Source: an optimization exercise on an open RTL-to-GDS flow (aim: small area and a short achievable clock period). Production flows keep margins and buffers that such runs may drop. RTL that was checked went through simulation tests only; none was proved equivalent to the original. Power figures rest on the tool's default switching activity, not on a simulated workload.

==> flow/design.v (excerpt) <==
module wlfc_fx (
    input  wire        clk,
    input  wire        rst,         
    input  wire        in_valid,
    input  wire [2:0]  in_op,       
    input  wire [63:0] in_a,
    output reg         out_valid,
    output reg  [63:0] out_data
);
==> flow/config.mk <==
export PLATFORM = sky130hd
export DESIGN_NAME = wlfc_fx
export DESIGN_NICKNAME = wlfc_fx
export VERILOG_FILES = /design/flow/design.v
export SDC_FILE = /design/flow/constraint.sdc
export NUM_CORES = 4
export LEC_CHECK = 0
export ABC_CLOCK_PERIOD_IN_PS = 3500
export CAP_MARGIN = 20
export CORE_MARGIN = 2
export CORE_UTILIZATION = 40
export SETUP_SLACK_MARGIN = 1.5
export SLEW_MARGIN = 20
==> flow/constraint.sdc <==
create_clock -name core_clock -period 5.5 [get_ports {clk}]
set_input_delay 1.1000 -clock core_clock [delete_from_list [all_inputs] [get_ports {clk}]]
set_output_delay 1.1000 -clock core_clock [all_outputs]
set_load 0.01 [all_outputs]
run.sh (not shown) runs the stock make flow with config.mk's settings and CLKGATE_MAP_FILE= SYNTH_SCRIPT=/design/flow/synth_recipe.tcl, a recipe that flattens the netlist after the stock synthesis.
Edit:
Settings changed: ABC_CLOCK_PERIOD_IN_PS 3500 to default, SETUP_SLACK_MARGIN 1.5 to default.
After rerunning: Design area goes down by about a fifth; sequential power falls by a few percent; global-route usage decreases by 1.8 points; hold slack gains 42 ps; sequential share of layout area rose by 1.2 points.
Edit:
Settings changed: SETUP_SLACK_MARGIN from default to 1.5.
Via count rises by 11%.
Die area does not change.
Design area goes up by 26%.
Utilization rises by 13 points.
Synthesized area does not change.
Worst setup slack gains 860 ps.
Function was not checked in any run of this note: the RTL went through the layout flow alone.

* * *

The RTL this note starts from:
==> flow/design.v <==
module wlfc_fx (
    input  wire        clk,
    input  wire        rst,         
    input  wire        in_valid,
    input  wire [2:0]  in_op,       
    input  wire [63:0] in_a,
    output reg         out_valid,
    output reg  [63:0] out_data
);
    wire [31:0] w = in_a[31:0];
    wire        op_fl = in_op[2];                         
    wire        op_ff = ~in_op[2] & (in_op[1:0] == 2'd1);
    wire        op_in = ~in_op[2] & (in_op[1:0] == 2'd2);
    wire        op_fr = ~in_op[2] & (in_op[1:0] == 2'd3);
    wire [10:0] ff_e  = in_a[62:52];
    wire [41:0] ff_m  = {1'b1, in_a[51:11]};
    wire        ff_hi = ff_e[10];
    wire        ff_lo = ~ff_e[10] & (&ff_e[9:5]);
    wire [41:0] ff_a  = ff_hi ? ff_m : (ff_lo ? {32'd0, ff_m[41:32]} : 42'd0);
    wire [31:0] fl_x = {1'b0, w[30:0] ^ {31{w[31]}}};
    wire [15:0] v1;  wire [15:0] p1;
    wire [7:0]  v2;  wire [15:0] p2;
    wire [3:0]  v3;  wire [11:0] p3;
    wire [1:0]  v4;  wire [7:0]  p4;
    genvar g;
    generate
        for (g = 0; g < 16; g = g + 1) begin : l1
            assign v1[g] = fl_x[2*g+1] | fl_x[2*g];
            assign p1[g] = fl_x[2*g+1];
        end
        for (g = 0; g < 8; g = g + 1) begin : l2
            assign v2[g] = v1[2*g+1] | v1[2*g];
            assign p2[2*g+1 -: 2] = v1[2*g+1] ? {1'b1, p1[2*g+1]} : {1'b0, p1[2*g]};
        end
        for (g = 0; g < 4; g = g + 1) begin : l3
            assign v3[g] = v2[2*g+1] | v2[2*g];
            assign p3[3*g+2 -: 3] = v2[2*g+1] ? {1'b1, p2[4*g+3 -: 2]} : {1'b0, p2[4*g+1 -: 2]};
        end
        for (g = 0; g < 2; g = g + 1) begin : l4
            assign v4[g] = v3[2*g+1] | v3[2*g];
            assign p4[4*g+3 -: 4] = v3[2*g+1] ? {1'b1, p3[6*g+5 -: 3]} : {1'b0, p3[6*g+2 -: 3]};
        end
    endgenerate
    wire [4:0]  fl_q  = v4[1] ? {1'b1, p4[7:4]} : {1'b0, p4[3:0]};
    wire        fl_xz = ~(v4[1] | v4[0]);
    wire        fl_n    = w[31];
    wire        fl_h16  = fl_n ? ~&w[30:16] : |w[30:16];
    wire        fl_h24  = fl_n ? ~&w[30:24] : |w[30:24];
    wire        fl_h8   = fl_n ? ~&w[15:8]  : |w[15:8];
    wire [1:0]  fl_q43  = {fl_h16, fl_h16 ? fl_h24 : fl_h8};
    reg [63:0] sa;
    reg [4:0]  ss;
    always @(*) begin
        if (op_fl) begin
            sa = {w[30:0], 33'd0};
            ss = {fl_q43, fl_q[2:0]};
        end else if (op_ff) begin
            sa = {22'd0, ff_a};
            ss = ~ff_e[4:0];
        end else begin
            sa = {w[30:16], {8{w[31] & ~op_fr}}, w[31:8] & {24{~op_fr}},
                  w[7] & ~op_in, w[6:0], 9'd0};
            ss = {op_in, op_fr, 3'd0};
        end
    end
    wire [47:0] sh16 = ss[4] ? sa[63:16]  : sa[47:0];
    wire [39:0] sh8  = ss[3] ? sh16[47:8] : sh16[39:0];
    reg        r1_v;
    reg        r1_fl;     
    reg        r1_ng;     
    reg [4:0]  r1_q;
    reg        r1_xz;
    reg [2:0]  r1_s;
    reg [39:0] r1_d;
    always @(posedge clk) begin
        if (rst)
            r1_v <= 1'b0;
        else
            r1_v <= in_valid;
        r1_fl <= op_fl;
        r1_ng <= op_fl ? w[31] : (op_ff & in_a[63]);
        r1_q  <= fl_q;
        r1_xz <= fl_xz;
        r1_s  <= ss[2:0];
        r1_d  <= sh8;
    end
    wire [35:0] sh4 = r1_s[2] ? r1_d[39:4] : r1_d[35:0];
    wire [33:0] sh2 = r1_s[1] ? sh4[35:2]  : sh4[33:0];
    wire [32:0] sh  = r1_s[0] ? sh2[33:1]  : sh2[32:0];
    wire [30:0] n_in = {sh[32:9], sh[8:2] & {7{r1_fl}}};
    wire [30:0] po0 = n_in;
    wire [30:0] po1, po2, po3, po4, po5;
    genvar b;
    generate
        for (b = 0; b < 31; b = b + 1) begin : pfx
            assign po1[b] = (b % 2  >= 1)  ? po0[b] | po0[b - (b % 2)  + 0] : po0[b];
            assign po2[b] = (b % 4  >= 2)  ? po1[b] | po1[b - (b % 4)  + 1] : po1[b];
            assign po3[b] = (b % 8  >= 4)  ? po2[b] | po2[b - (b % 8)  + 3] : po2[b];
            assign po4[b] = (b % 16 >= 8)  ? po3[b] | po3[b - (b % 16) + 7] : po3[b];
            assign po5[b] = (b % 32 >= 16) ? po4[b] | po4[b - (b % 32) + 15] : po4[b];
        end
    endgenerate
    wire [30:0] n_out = n_in ^ ({po5[29:0], 1'b0} & {31{r1_ng}});
    wire [8:0]  rnd   = {1'b0, sh[8:1]} + {8'd0, sh[0]};
    wire        fl_p2 = r1_ng & ~r1_xz & ~|sh[32:2];     
    wire        fl_z  = r1_xz & ~r1_ng;                  
    wire [10:0] fl_e0 = 11'd1015 + {6'd0, r1_q};
    wire [10:0] fl_e1 = 11'd1016 + {6'd0, r1_q};
    wire [10:0] fl_e  = fl_z ? 11'd0 : (fl_p2 ? fl_e1 : fl_e0);
    reg        r2_fl;
    reg        r2_ng;
    reg [30:0] r2_n;      
    reg [10:0] r2_x;      
    always @(posedge clk) begin
        if (rst)
            out_valid <= 1'b0;
        else
            out_valid <= r1_v;
        r2_fl <= r1_fl;
        r2_ng <= r1_ng;
        r2_n  <= n_out;
        r2_x  <= r1_fl ? fl_e : {2'd0, rnd};
    end
    always @(*) begin
        if (r2_fl)
            out_data = {r2_ng, r2_x, r2_n, 21'd0};
        else
            out_data = {32'd0, r2_n[30:7], 8'h00} | {55'd0, r2_x[8:0]};
    end
endmodule
clock: 5.5 ns
lec_check: 0
abc_area: 1
cap_margin: 20
core_margin: 2
core_utilization: 55
setup_slack_margin: 2.9
slew_margin: 20
standard.sh (not shown) runs the stock make flow with config.mk's settings and CLKGATE_MAP_FILE= SYNTH_SCRIPT=/design/flow/synth_recipe.tcl, a recipe that flattens the netlist after the stock synthesis.
==> flow/flow/run.sh <==
#!/bin/bash
# The standard layout (the standard.sh, ORFS synth to finish), except
# that the port buffers ORFS inserts on every input and output use the
# smallest buffer cell, sky130_fd_sc_hd__buf_1, instead of its default.
set -euo pipefail
cd "$(dirname "${BASH_SOURCE[0]}")/.."
bash standard.sh finish "BUFFER_PORTS_ARGS=-buffer_cell sky130_fd_sc_hd__buf_1" > standard_finish.log 2>&1
Edit:
Settings changed: CORE_UTILIZATION 55 to 40, SETUP_SLACK_MARGIN 2.9 to 2.8.
Design area goes down by 6.1%.
Clock power goes down by 3.5%.
Fmax goes down by 1.5%.
Flip-flop and latch count stays the same.
First-iteration DRC count goes down by 16%.
Combinational power goes down by 7.0%.
Die area goes up by 36%.

[separate check: timing with driven ports]
No port has a modelled driver above. Below, the same layouts with a new extraction and two added sets of constraints.
Step 1 assumes that a clkbuf_16 drives the clock port and a buf_2 every other input.
Step 2 adds t to the input delays and takes it off the output delays; t is the mean of the earliest and latest rising clock arrival at the registers after step 1. Input paths then give back, and output paths get back, about the clock's delay inside the block.
Slacks: ideal ports / drivers / drivers and shift; pairs: ideal ports / drivers.
run	t (ns)	setup WS [ns]	worst setup path at the end	slew at the worst register clock pin (ns)
the first run of note 1	0.326	1.110 / 1.067 / 1.228	input to register	0.06 / 0.06
the second run of note 1	0.313	0.246 / 0.206 / 0.471	input to register	0.06 / 0.06
the third run of note 1	0.326	1.110 / 1.067 / 1.228	input to register	0.06 / 0.06
the first run of note 2	0.396	2.880 / 2.886 / 2.490	input to register	0.08 / 0.08
the second run of note 2	0.395	2.841 / 2.853 / 2.458	input to register	0.07 / 0.07
After both steps setup and hold are still met in every run listed. For the first run of note 2, which loses most, drivers alone change the setup slack by +0.006 ns; drivers and shift together by -0.390 ns.
